This is an optimization exercise on Yosys and OpenROAD, whose aim is a short achievable clock period and few clock cycles per item, not a production implementation. Function was checked by simulation only, so behaviour that the tests miss may differ from the original. No activity file was given, so power comes from the tool's default toggle rates.

[design/flow/run.sh]
#!/bin/bash
# synth_recipe.tcl (not shown) runs the flow's synth.tcl, then flattens the netlist and writes it again
# the make line also repeats each setting of config.mk as NAME=value (left out here)
make -C /OpenROAD-flow-scripts/flow DESIGN_CONFIG=/design/flow/config.mk WORK_HOME=/design/flow/orfs CLKGATE_MAP_FILE= SYNTH_SCRIPT=/design/flow/synth_recipe.tcl finish
[design/flow/config.mk]
export PLATFORM = sky130hd
export DESIGN_NAME = rpk_dec
export DESIGN_NICKNAME = rpk_dec
export VERILOG_FILES = /design/flow/design.v
export SDC_FILE = /design/flow/constraint.sdc
export NUM_CORES = 8
export LEC_CHECK = 0
export CAP_MARGIN = 20
export CORE_MARGIN = 2
export CORE_UTILIZATION = 30
export PLACE_DENSITY = 0.4
export SLEW_MARGIN = 20
[design/flow/constraint.sdc]
create_clock -name core_clock -period 10.0 [get_ports {clk}]
set_input_delay 2.0000 -clock core_clock [delete_from_list [all_inputs] [get_ports {clk}]]
set_output_delay 2.0000 -clock core_clock [all_outputs]
set_load 0.01 [all_outputs]
[design/flow/design.v]
module rpk_dec (
    input  wire        clk,
    input  wire        rst,           
    input  wire        begin_i,       
    input  wire [7:0]  begin_ch,
    input  wire [63:0] begin_npix,
    input  wire        abort_i,       
    input  wire [2:0]  abort_kind,
    input  wire        in_valid,
    input  wire [7:0]  in_data,
    output wire        in_ready,
    output wire        pix_valid,
    output wire [31:0] pix_data,
    input  wire        pix_ready,
    output wire [1:0]  phase,
    output wire [2:0]  err
);
    localparam [1:0] PH_IDLE   = 2'd0,
                     PH_ACTIVE = 2'd1,
                     PH_DONE   = 2'd2,
                     PH_POISON = 2'd3;
    localparam [2:0] S_OP  = 3'd0,    
                     S_X1  = 3'd1,    
                     S_X2A = 3'd2,    
                     S_X2B = 3'd3,    
                     S_PIX = 3'd4,    
                     S_ARG = 3'd5,    
                     S_OUT = 3'd6;    
    reg [1:0]  ph;
    reg [2:0]  err_r;
    reg [2:0]  state;
    reg        ch4;           
    reg [63:0] remain;        
    reg [31:0] cur;           
    reg [1:0]  rtype;         
    reg [19:0] run;           
    reg [2:0]  hi;            
    reg [7:0]  len_b1;        
    reg [23:0] arg;           
    reg [1:0]  argcnt;        
    wire active  = (ph == PH_ACTIVE);
    wire in_fire = in_valid && in_ready;
    wire px_fire = pix_valid && pix_ready;
    assign in_ready  = active && (state == S_OP || state == S_X1 || state == S_X2A ||
                                  state == S_X2B || state == S_ARG);
    assign pix_valid = active && (state == S_OUT);
    assign pix_data  = cur;
    assign phase     = ph;
    assign err       = err_r;
    function [6:0] hash7;
        input [31:0] p;
        reg [6:0] t;
        begin
            t = 7'h58 ^ p[30:24];
            t = (t * 7'd13) ^ p[22:16];
            t = (t * 7'd13) ^ p[14:8];
            t = (t * 7'd13) ^ p[6:0];
            hash7 = t;
        end
    endfunction
    wire [31:0] cache_q [0:127];
    reg         cache_we;
    reg  [6:0]  cache_wa;
    reg  [31:0] cache_wd;
    genvar gi;
    generate
        for (gi = 0; gi < 128; gi = gi + 1) begin : g_slot
            reg [31:0] slot;
            always @(posedge clk) begin
                if (begin_i)
                    slot <= 32'h0000_0000;           
                else if (cache_we && cache_wa == gi)
                    slot <= cache_wd;
            end
            assign cache_q[gi] = slot;
        end
    endgenerate
    wire [1:0]  argneed = (rtype == 2'd1) ? 2'd0 :
                          (rtype == 2'd2) ? 2'd1 :
                          (ch4 ? 2'd3 : 2'd2);     
    wire [31:0] argall  = {arg, in_data};           
    reg [31:0] rec_pix;
    always @(*) begin
        case (rtype)
            2'd1: rec_pix = cur ^ {6'd0, in_data[7:6], 6'd0, in_data[5:4],
                                   6'd0, in_data[3:2],
                                   6'd0, (ch4 ? in_data[1:0] : 2'd0)};
            2'd2: rec_pix = cur ^ {3'd0, argall[15:11], 2'd0, argall[10:5],
                                   3'd0, argall[4:0], 8'd0};
            default: rec_pix = ch4 ? argall : {argall[23:0], cur[7:0]};
        endcase
    end
    always @(*) begin
        cache_we = active && state == S_ARG && in_fire && argcnt == argneed;
        cache_wa = hash7(rec_pix);
        cache_wd = rec_pix;
    end
    wire ch_ok = (begin_ch == 8'd3) || (begin_ch == 8'd4);
    always @(posedge clk) begin
        if (rst) begin
            ph    <= PH_IDLE;
            err_r <= 3'd0;
        end else if (begin_i) begin
            if (!ch_ok) begin
                ph    <= PH_POISON;
                err_r <= 3'd3;                       
            end else begin
                ph    <= (begin_npix == 64'd0) ? PH_DONE : PH_ACTIVE;
                err_r <= 3'd0;
            end
        end else if (active && abort_i) begin
            ph    <= PH_POISON;
            err_r <= abort_kind;
        end else if (px_fire && remain == 64'd1) begin
            ph    <= PH_DONE;
        end
    end
    always @(posedge clk) begin
        if (begin_i) begin
            state  <= S_OP;
            ch4    <= (begin_ch == 8'd4);
            remain <= begin_npix;
            cur    <= 32'h0000_00FF;                 
            rtype  <= 2'd0;
            run    <= 20'd0;
            argcnt <= 2'd0;
        end else if (active) begin
            case (state)
                S_OP: if (in_fire) begin
                    if (!in_data[7]) begin           
                        cur   <= cache_q[in_data[6:0]];
                        state <= S_OUT;
                    end else begin
                        rtype <= in_data[6:5];
                        hi    <= in_data[2:0];
                        if (in_data[6:5] != 2'd0) begin
                            run   <= {15'd0, in_data[4:0]} + 20'd1;
                            state <= S_PIX;
                        end else if (!in_data[4]) begin
                            run   <= {16'd0, in_data[3:0]} + 20'd1;
                            state <= S_PIX;
                        end else if (!in_data[3]) begin
                            state <= S_X1;
                        end else begin
                            state <= S_X2A;
                        end
                    end
                end
                S_X1: if (in_fire) begin
                    run   <= {9'd0, hi, in_data} + 20'd17;
                    state <= S_PIX;
                end
                S_X2A: if (in_fire) begin
                    len_b1 <= in_data;
                    state  <= S_X2B;
                end
                S_X2B: if (in_fire) begin
                    run   <= {1'b0, hi, len_b1, in_data} + 20'd2065;
                    state <= S_PIX;
                end
                S_PIX: begin
                    run    <= run - 20'd1;
                    argcnt <= 2'd0;
                    state  <= (rtype == 2'd0) ? S_OUT : S_ARG;
                end
                S_ARG: if (in_fire) begin
                    if (argcnt == argneed) begin
                        cur   <= rec_pix;
                        state <= S_OUT;
                    end else begin
                        arg    <= {arg[15:0], in_data};
                        argcnt <= argcnt + 2'd1;
                    end
                end
                S_OUT: if (px_fire) begin
                    remain <= remain - 64'd1;
                    state  <= (run == 20'd0) ? S_OP : S_PIX;
                end
                default: state <= S_OP;
            endcase
        end
    end
endmodule
==> results_dict.tcl <==
set metrics [dict create \
    min_period_over_period 0.933 \
    post_synth_num_cell_types 109 \
    cts_resized 0 \
    status "timing/DRC/antenna clean" \
    r2r_slack_ns 1.02 \
    numCtsBuffers 520 \
    clk_pin_slew_ns 0.06 \
    rr_worst_depth 29 \
    worst_slew_pin_slew_ns 1.38 \
    irDropWorstVdd_mv 1.46 \
    rows 299 \
    gp_congestion 0.953 \
    cellLeakagePower_nw 112 \
    yosys-mux-area-fraction 0.224 \
    wl_mm 1360 \
    port_buffers 127 \
    stdcell_count 28800 \
    yosys.area_share.adder 0.00311 \
    p_sw_frac 0.337 \
    crit_type "in2reg" \
    placeableCoreArea_um2 662000 \
    via_count 175000 \
    placed_cells 27700 \
    min_from "err_r[1]" \
    cts-hold-fix-buffers 0 \
    seq_power_share 0.321 \
    timing.rr.end "g_slot[123].slot[9]" \
    holdWs_ns 0.456 \
    synth-simple-area-share 0.195 \
    ys.warnings.count 1 \
    synthToLayoutAreaGrowth_pct 21.1 \
    fp.dieW_um 818 \
    postSynthCellCount 19100 \
    io_pins 128 \
    syn-num-nets 19300 \
    p_sw_mw 18.0 \
    combinationalPowerShare 0.309 \
    slew_violations 0 \
    synth_compound_area_frac 0.0877 \
    via_per_inst 6.08 \
    rsz0062_at_grt "false" \
    fmax_mhz 107 \
    die_area_um2 670000 \
    first_global_vias 158000 \
    drv_cap 0 \
    dp_hpwl_mm 932 \
    drt_iter0_drc 29400 \
    antenna_found_initial 240 \
    overflow 0 \
    clock_path_buffers 4 \
    skew_ns 0.0667 \
    async_flop_share 0 \
    finalHoldViolCount 0 \
    cts_tree "yes" \
    whs_endpoint "err_r[1]" \
    wl_per_cell_um 47.2 \
    synth_xor_xnor_area_share 0.00648 \
    startpoint_type "primary input" \
    final_layout_size_suffix_gt1_frac 0.149 \
    yosysSeqAreaShare 0.434 \
    grt_use_total 0.388 \
    hold_class "reg2reg" \
    postCtsSetupRepairBufs 0 \
    die_h_um 818 \
    p_clk_frac 0.371 \
    min_path_cells 2 \
    grt_pass1_wl_mm 1720 \
    htree_levels 6 \
    start_util 0.301 \
    clk_latency_ns 1.16 \
    finalSetupViolCount 0 \
    nets 19600 \
    fin_crit_ns 9.33 \
    avgSynthCellArea_um2 10.4 \
    endpoint_kind "flip-flop" \
    ant_nets 0 \
    first_pass_iters 9 \
    p_int_mw 35.3 \
    cts_sinks 4260 \
    worstPathRequired_ns 11.05 \
    grt_max_degree 295 \
    ys.flop_type "dfxtp_1" \
    path_max_fanout 14 \
    ys_ff_latch 4260 \
    synth_edf_count 100 \
    drcViolationCount 0 \
    p_per_area_nw_per_um2 221 \
    worst_ep_arrival_time_ns 10.38 \
    r2r_start "rtype[1]" \
    synthesis.area_um2 199000 \
    slew_headroom 0.0812 \
    cts_root_buf "clkbuf_16" \
    synth_top_family_by_area "multiplexers" \
]
logic make-up (layout without fill, tap and decap cells):
logic type,Yosys count,in the layout
compound gates,2322,2322
xor+xnor,124,124
fa+ha+maj,44,44
buf+inv,1944,2681
flops,4260,4260
mux,4311,4311
other cells,0,177
simple gates,6134,6134
per-layer routing:
metal / track usage / part of all wire / vias up
met5: 0.00128 / 0.00029 / -
met4: 0.263 / 0.079 / 42
met3: 0.0905 / 0.10 / 3201
met2: 0.560 / 0.41 / 12800
met1: 0.513 / 0.41 / 90300
li1: - / - / 68700
cell type report:
class                   instances  area, um^2
fillers                     65700      421000
flip-flops and latches       4260       86300
repair buffers               1726       21500
clock buffers                 778       15400
clock inverters               138        1710
inverters                      39         146
diodes                        177         443
multi-input cells           12900      104000
well taps                    8729       10900
worst max-delay path by stage:
stage	startpoint	end
floorplan	in_data[6]	g_slot[33].slot[10]
global placement	in_data[7]	g_slot[12].slot[17]
detailed placement	in_data[7]	g_slot[12].slot[12]
CTS	in_data[7]	g_slot[123].slot[9]
global route	in_data[7]	g_slot[123].slot[19]
finish	in_data[7]	g_slot[123].slot[9]
state kept, by name (all words and copies together), names as in the netlist:
signal       flops
len_b1           8
rtype            2
ph               2
hi               3
ch4              1
run             20
g_slot.slot   4096
cur             32
arg             24
argcnt           2
remain          64
err_r            3
state            3
power by group through the flow:
stage / Clock [mW] / Sequential, mW / Combinational, mW
2_1_floorplan: 0 / 17.5 / 11.8
3_3_place_gp: 0 / 17.5 / 16.3
3_5_place_dp: 0 / 17.5 / 16.4
4_1_cts: 19.8 / 17.1 / 16.4
5_1_grt: 20.4 / 17.1 / 16.8
6_report: 19.7 / 17.1 / 16.5
cells in the final DEF, fill, tap and decap left out, types with 22 or more instances in the layout:
master	synthesis	routed
a21oi_1	110	110
clkbuf_1	1362	128
xnor2_1	71	70
nand4_1	296	296
nand2b_1	4148	4124
a22o_1	100	100
nand2_1	372	369
nor4_2	10	22
nand3_1	156	156
diode_2	0	177
edfxtp_1	100	100
and3_1	322	319
mux2i_1	4157	4153
clkbuf_8	0	120
a31oi_1	23	23
and4_1	26	26
nor4_4	111	112
a2111oi_0	106	84
buf_4	190	943
xor2_1	39	38
nor4_1	169	156
ha_1	35	33
mux2_2	33	32
clkdlybuf4s50_1	0	121
a22oi_1	1612	1612
dfxtp_1	4160	4160
mux2i_4	104	124
a221oi_1	46	46
o21ai_0	129	128
clkbuf_16	0	530
clkinv_2	0	58
nor3_1	125	94
buf_12	0	651
nor3_2	1	30
nor2_1	215	121
nor2_4	0	92
inv_1	39	39
a32oi_1	27	27
critical path, cell delays in order:
cell             delay [ns]
clkdlybuf4s50_1        0.51
nand2b_1               0.19
a31o_1                 0.26
a21oi_2                0.22
ha_1                   0.29
inv_1                  0.11
fa_1                   0.43
inv_1                  0.11
fa_1                   0.43
xor2_1                 0.21
fa_1                   0.61
fa_1                   0.48
nor2b_1                0.16
mux2_1                 0.30
a211oi_2               0.14
buf_4                  0.15
fa_1                   0.41
ha_1                   0.28
a21o_1                 0.17
a21oi_1                0.18
xor2_1                 0.21
xnor2_1                0.09
xnor3_4                0.66
buf_4                  0.28
buf_4                  0.30
mux2i_4                0.44
buf_12                 0.29
mux2i_1                0.26
metrics by stage:
| stage | instance area, um^2 | setup slack (ns) | total power [mW] | util | setup TNS [ns] |
|---|---|---|---|---|---|
| floorplan | 199000 | 0.933 | 29.2 | - | 0 |
| global placement | 223000 | -0.533 | 33.8 | 0.337 | -1279.51 |
| detailed placement | 223000 | -0.303 | 33.8 | 0.337 | -412.12 |
| CTS | 240000 | 0.856 | 53.3 | 0.363 | 0 |
| global route | 240000 | 0.408 | 54.4 | 0.363 | 0 |
| finish | 241000 | 0.674 | 53.3 | 0.364 | 0 |
cells in the mapped netlist, drive strengths merged, types with 10 or more instances:
library cell | number | area share
nor3 | 126 | 0.0032
dfxtp | 4160 | 0.42
nand3b | 11 | 0.00048
a211oi | 21 | 0.00087
and2 | 15 | 0.00047
mux2i | 4277 | 0.22
nor4 | 290 | 0.018
and4 | 26 | 0.0011
nand2b | 4148 | 0.13
and3 | 322 | 0.010
nand4b | 10 | 0.00047
a221oi | 49 | 0.0023
a22o | 100 | 0.0044
a31oi | 23 | 0.00072
or3 | 21 | 0.00066
inv | 39 | 0.00074
a311oi | 13 | 0.00072
nor2b | 27 | 0.00085
o21ai | 139 | 0.0035
or2 | 15 | 0.00048
a21oi | 112 | 0.0029
or4 | 22 | 0.00083
mux2 | 34 | 0.0019
nand3 | 170 | 0.0050
a221o | 12 | 0.00060
a2111oi | 108 | 0.0049
o22ai | 11 | 0.00035
clkbuf | 1362 | 0.026
a222oi | 16 | 0.00080
xor2 | 43 | 0.0022
buf | 543 | 0.024
nand4 | 300 | 0.0097
a32oi | 27 | 0.0012
edfxtp | 100 | 0.015
nor2 | 217 | 0.0041
nor4bb | 12 | 0.00060
xnor2 | 75 | 0.0036
ha | 35 | 0.0022
a22oi | 1615 | 0.061
nand2 | 373 | 0.0070
Testbench counts, summed over its fixed seeds: cycles 187,566, pixels 69,704.

==> re-timing with driven ports <==
Ports are ideal in the flow. The routed layout listed here was re-timed in OpenROAD.
Step 1 sets driving cells, clkbuf_16 on the clock port and buf_2 on the other inputs (assumed; they add their load-dependent delay and slew).
Step 2 adds t to the input delays and takes it off the output delays; t is the mean of the earliest and latest rising clock arrival at the registers after step 1. Input paths then give back, and output paths get back, about the clock's delay inside the block.
a / b / c = no drivers / after step 1 / after step 2; a / b = the first two.
shift t [ns]: 1.284
setup WS [ns]: 0.674 / 0.796 / -0.488
worst setup path after step 2: input to register
With both steps, setup timing fails in this run, where it was met with ideal ports. For this run, drivers alone change the setup slack by +0.122 ns; drivers and shift together by -1.162 ns.
